Background: an optimization exercise with open tools, aiming at small area, a short achievable clock period and few clock cycles. Do not read the settings as production practice.
No activity file was given, so power comes from the tool's default toggle rates.

## job 101
==> flow/design.v (excerpt) <==
module cw_core (
    input  wire        clk,
    input  wire        rst,
    input  wire        cfg_mode,
    input  wire [15:0] cfg_debounce,
    input  wire        cfg_wgp,
    input  wire        cfg_ot_en,
    input  wire        cfg_st_en,
    input  wire        op_valid,
    output wire        op_ready,
    input  wire [39:0] op_word,
    output reg         resp_valid,
    output reg  [8:0]  resp,
    output wire        key_out,
    output reg         tone_tx,
    output reg         sidetone
);
    localparam [7:0] EMPTY   = 8'h00;
    localparam [7:0] ERRCH   = 8'h23;
    localparam [7:0] SPACECH = 8'h20;
    localparam [7:0] FILL    = 8'h2A;
    localparam [2:0] PH_IDLE       = 3'b000;
    localparam [2:0] PH_ASSERT     = 3'b100;
    localparam [2:0] PH_GAP_SYMBOL = 3'b001;
    localparam [2:0] PH_GAP_LETTER = 3'b010;
    localparam [2:0] PH_WORD_GAP   = 3'b011;
    localparam [10:0] DOT_RESET  = 11'd92;
    localparam [11:0] DASH_RESET = 12'd276;
  ...
For scale: about 360 flip-flops, about 77 I/O pins, ~25000 um^2 of cells after synthesis.
clock: 32.0 ns
lec_check: 0
cap_margin: 20
core_margin: 2
core_utilization: 40
slew_margin: 20
standard.sh (not shown) runs the stock make flow with config.mk's settings and CLKGATE_MAP_FILE= SYNTH_SCRIPT=/design/flow/synth_recipe.tcl, a recipe that flattens the netlist after the stock synthesis.
==> flow/flow/run.sh <==
#!/bin/bash
# Own layout flow: the standard flow, except that the port buffers that
# global placement inserts (inputN / outputN) are made plain buffers
# (sky130_fd_sc_hd__buf_2) instead of delay buffers before clock-tree
# synthesis. Each tool's output goes to a log of its own in this folder.
set -euo pipefail
RES=orfs/results/${FLOW_PLATFORM}/cw_core/base
bash standard.sh synth          > log_1_synth.log 2>&1
bash standard.sh floorplan      > log_2_floorplan.log 2>&1
bash standard.sh place          > log_3_place.log 2>&1
cat > port_buffers.tcl <<EOT
read_db $RES/3_place.odb
set db [ord::get_db]
set buf [\$db findMaster sky130_fd_sc_hd__buf_2]
set n 0
foreach inst [[ord::get_db_block] getInsts] {
  if {[regexp {^(input|output)[0-9]+\$} [\$inst getName]] &&
      [string match {sky130_fd_sc_hd__clkdlybuf*} [[\$inst getMaster] getName]]} {
    \$inst swapMaster \$buf
    incr n
  }
}
puts "swapped \$n port buffers"
detailed_placement
check_placement -verbose
write_db $RES/3_place.odb
EOT
openroad -no_init -exit port_buffers.tcl > log_3_port_buffers.log 2>&1
bash standard.sh finish         > log_4_finish.log 2>&1
Edits applied to the flow inputs when going from job 101 to job 102:
--- a/flow/design.v
+++ b/flow/design.v
@@ -350,98 +350,90 @@
             4'd2:        legal = (r[35:33] == 3'd0);
             4'd6:        legal = (r[35:32] == 4'd0);
             4'd3, 4'd4, 4'd7:
                          legal = (r[35:0] == 36'd0);
             4'd8, 4'd10: legal = (r[35:8] == 28'd0);
             4'd9:        legal = (r[35:7] == 29'd0);
             default:     legal = 1'b0;
         endcase
     end
     reg  fv;                  
-    reg  dv_busy;
     wire is_dt  = (opc == 4'd2);
-    wire hold   = rv && (dv_busy || (is_dt && !fv));    
+    wire ss_r   = rv && legal && (opc == 4'd1 || opc == 4'd5);    
+    wire dv_last;
+    wire hold   = rv && ((ss_r && !dv_last) || (is_dt && !fv));    
     wire go     = rv && !hold;
     wire ex     = go && legal;
-    wire ex_ss  = ex && (opc == 4'd1 || opc == 4'd5);
-    reg        dv_dec;
     reg [5:0]  dv_cnt;
-    reg [10:0] dv_w;
     reg [10:0] rem;
     reg [1:0]  r3;
     wire [10:0] w_op = r[15] ? 11'd1 :
                        (r[14:0] == 15'd0) ? 11'd1 :
                        (r[14:11] != 4'd0 || r[10:0] > 11'd1200) ? 11'd1200 : r[10:0];
+    wire dv_dec  = ~opc[2];
     wire dv_ext  = dv_dec && c_wgp;                   
-    wire dv_last = dv_ext ? (dv_cnt == 6'd37) : (dv_cnt == 6'd36);
+    assign dv_last = dv_ext ? (dv_cnt == 6'd37) : (dv_cnt == 6'd36);
     reg nbit, rfirst;
     always @* begin
         if (dv_cnt < 6'd11) begin
             nbit   = 11'd1200 >> (6'd10 - dv_cnt);
             rfirst = (dv_cnt == 6'd0);
         end else if (dv_cnt < 6'd23) begin
             nbit   = 12'd3600 >> (6'd22 - dv_cnt);
             rfirst = (dv_cnt == 6'd11);
         end else if (dv_cnt < 6'd37) begin
             nbit   = 14'd8400 >> (6'd36 - dv_cnt);
             rfirst = (dv_cnt == 6'd23);
         end else begin
             nbit   = 1'b0;
             rfirst = 1'b0;
         end
     end
     wire [11:0] dt    = {rfirst ? 11'd0 : rem, nbit};
     wire [11:0] dsb;
     wire        qb;
-    cw_rsub #(.W(12)) u_dv (.a(dt), .b({1'b0, dv_w}), .d(dsb), .nb(qb));
+    cw_rsub #(.W(12)) u_dv (.a(dt), .b({1'b0, w_op}), .d(dsb), .nb(qb));
     wire [10:0] rem_n = qb ? dsb[10:0] : dt[10:0];
     wire q_dot  = dv_cnt < 6'd11;
     wire q_dash = (dv_cnt >= 6'd11) && (dv_cnt < 6'd23);
     wire q_wgap = (dv_cnt >= 6'd23) && (dv_cnt < 6'd37);
     wire [2:0]  t3    = {(rfirst ? 2'd0 : r3), (dv_cnt < 6'd37) ? qb : 1'b0};
     wire        o3    = t3 >= 3'd3;
     wire [1:0]  r3_n  = o3 ? t3[1:0] - 2'd3 : t3[1:0];
     wire ld        = op_valid && rdy;
     wire dt_in     = (op_word[39:36] == 4'd2);
-    wire dchg      = (go && is_dt) || (dv_busy && dv_dec);    
-    wire dv_busy_n = ex_ss || (dv_busy && !dv_last);
-    wire rdy_n     = !((ld && (dv_busy_n || (dt_in && dchg))) ||
-                       (hold && (dv_busy_n || (is_dt && dchg))));
+    wire ss_in     = (op_word[38:36] == 3'b001 || op_word[38:36] == 3'b101) && !op_word[39];
+    wire dchg      = (go && is_dt) || (ss_r && dv_dec);    
+    wire dv_more   = ss_r && (dv_cnt != (dv_ext ? 6'd36 : 6'd35));
+    wire rdy_n     = !((ld && (ss_in || (dt_in && dchg))) ||
+                       (hold && (dv_more || (is_dt && dchg))));
     always @(posedge clk) begin
         c_mode <= cfg_mode;
         c_wgp  <= cfg_wgp;
         c_thr  <= cfg_mode ? {6'd0, dec_dot} : {cfg_debounce, 1'b0};
         rst_r  <= rst;
         if (!hold) r <= op_word;
         if (rst) begin
             rv  <= 1'b0;
             rdy <= 1'b0;
         end else begin
             rv  <= ld || hold;
             rdy <= rst_r || rdy_n;
         end
         if (rst_r) begin
-            dv_busy <= 1'b0;
-            fv      <= 1'b0;
+            dv_cnt <= 6'd0;
+            fv     <= 1'b0;
         end else begin
-            fv  <= !dchg;
-            if (ex_ss) begin
-                dv_busy <= 1'b1;
-                dv_dec  <= ~opc[2];
-                dv_w    <= w_op;
-                dv_cnt  <= 6'd0;
-            end else if (dv_busy) begin
-                dv_cnt <= dv_cnt + 6'd1;
-                if (dv_last) dv_busy <= 1'b0;
-            end
+            fv     <= !dchg;
+            dv_cnt <= (ss_r && !dv_last) ? dv_cnt + 6'd1 : 6'd0;
         end
-        if (dv_busy) begin
+        if (ss_r) begin
             rem <= rem_n;
             r3  <= r3_n;
         end
     end
     reg [10:0] enc_dot;
     reg [11:0] enc_dash;
     reg [13:0] enc_wgap;
     reg        enc_pv;
     reg [6:0]  enc_s;             
     reg [2:0]  enc_phase;
@@ -552,22 +544,22 @@
                 default: begin
                     et_phase = PH_IDLE;
                     et_start = 1'b0;
                     et_done  = 1'b1;
                 end
             endcase
         end
     end
     wire [7:0] fnd = find_index(r[7:0]);
     wire write_ok = enc_idle && (r[7:0] != FILL) && (r[7:0] != EMPTY);
-    wire dv_d = dv_busy && dv_dec;
-    wire dv_e = dv_busy && !dv_dec;
+    wire dv_d = ss_r && dv_dec;
+    wire dv_e = ss_r && !dv_dec;
     always @(posedge clk) begin
         if (rst_r) begin
             dec_dot         <= DOT_RESET;
             dec_dash        <= DASH_RESET;
             dec_thr         <= c_wgp ? W23_RESET : WGAP_RESET;
             dec_tree        <= 7'd0;
             dec_sig_state   <= 1'b0;
             dec_last_raw    <= 1'b0;
             dec_pending     <= 1'b1;
             dec_ws_emitted  <= 1'b1;
==> run notes <==
Job 102 completed end to end with timing, DRC and antenna clean.
Sequential portion of the cell area in job 102 is 0.65 points lower than in job 101
Job 101 → job 102: fmax lost about 3.3%, final non-filler cell total lost 152, setup slack of the worst register-to-register path lost 0.42 ns.
In job 102, the proportion of cell area occupied by multi-input gates came out 0.57 points above the value in job 101.
In the flow results for job 101 and job 102, the worst slew margin relative to its limit is smaller on job 101.
Cmp job 101 and job 102 / total nets after synthesis / higher: job 101
On total power: between job 101 and job 102, it ends up higher for job 101.
Largest fanout on the critical path: job 102 vs job 101 up 25
Job 102 vs job 101, slowest cell on the critical path: or4_1 vs dfxtp_1
Job 102 vs. job 101: first-pass GRT wire length fell by 2.9%, switching share of power rose by 0.69 points, average wire length per cell after detail routing rose by about 0.5%.
Diff job 101 -> job 102: number of global-route vias before repair shrank by about 2.4%, global-route track usage on met1 shrank by 2.1 points.
Function was not checked in any run of this note: the RTL went through the layout flow alone.

## re-timing with driven ports
Ports are ideal in the flow. The routed layouts listed here were re-timed in OpenROAD.
Step 1 (the two cells are an assumption about what drives the block):
set clk [get_ports {clk}]
set_driving_cell -lib_cell sky130_fd_sc_hd__clkbuf_16 $clk
set_driving_cell -lib_cell sky130_fd_sc_hd__buf_2 [delete_from_list [all_inputs] $clk]
Step 2 moves the port delays by t, midway between the first and last clock arrival at a register: inputs arrive t later, outputs are due t later. That takes back most of the time a late clock gives input paths.
a / b / c = ideal / step 1 / step 2; a / b = the first two.
| run | t (ns) | setup slack, ns | hold WS [ns] | cell pins on the clock port's net |
|---|---|---|---|---|
| job 101 | 0.638 | 24.467 / 24.413 / 23.987 | 0.480 / 0.480 / 0.480 | 1 |
| job 102 | 0.650 | 24.206 / 24.206 / 24.206 | 0.457 / 0.457 / 0.457 | 1 |
After both steps every run listed still meets setup and hold. The setup slack of job 101, which loses most, moves by -0.054 ns with the drivers and by -0.480 ns with both steps.
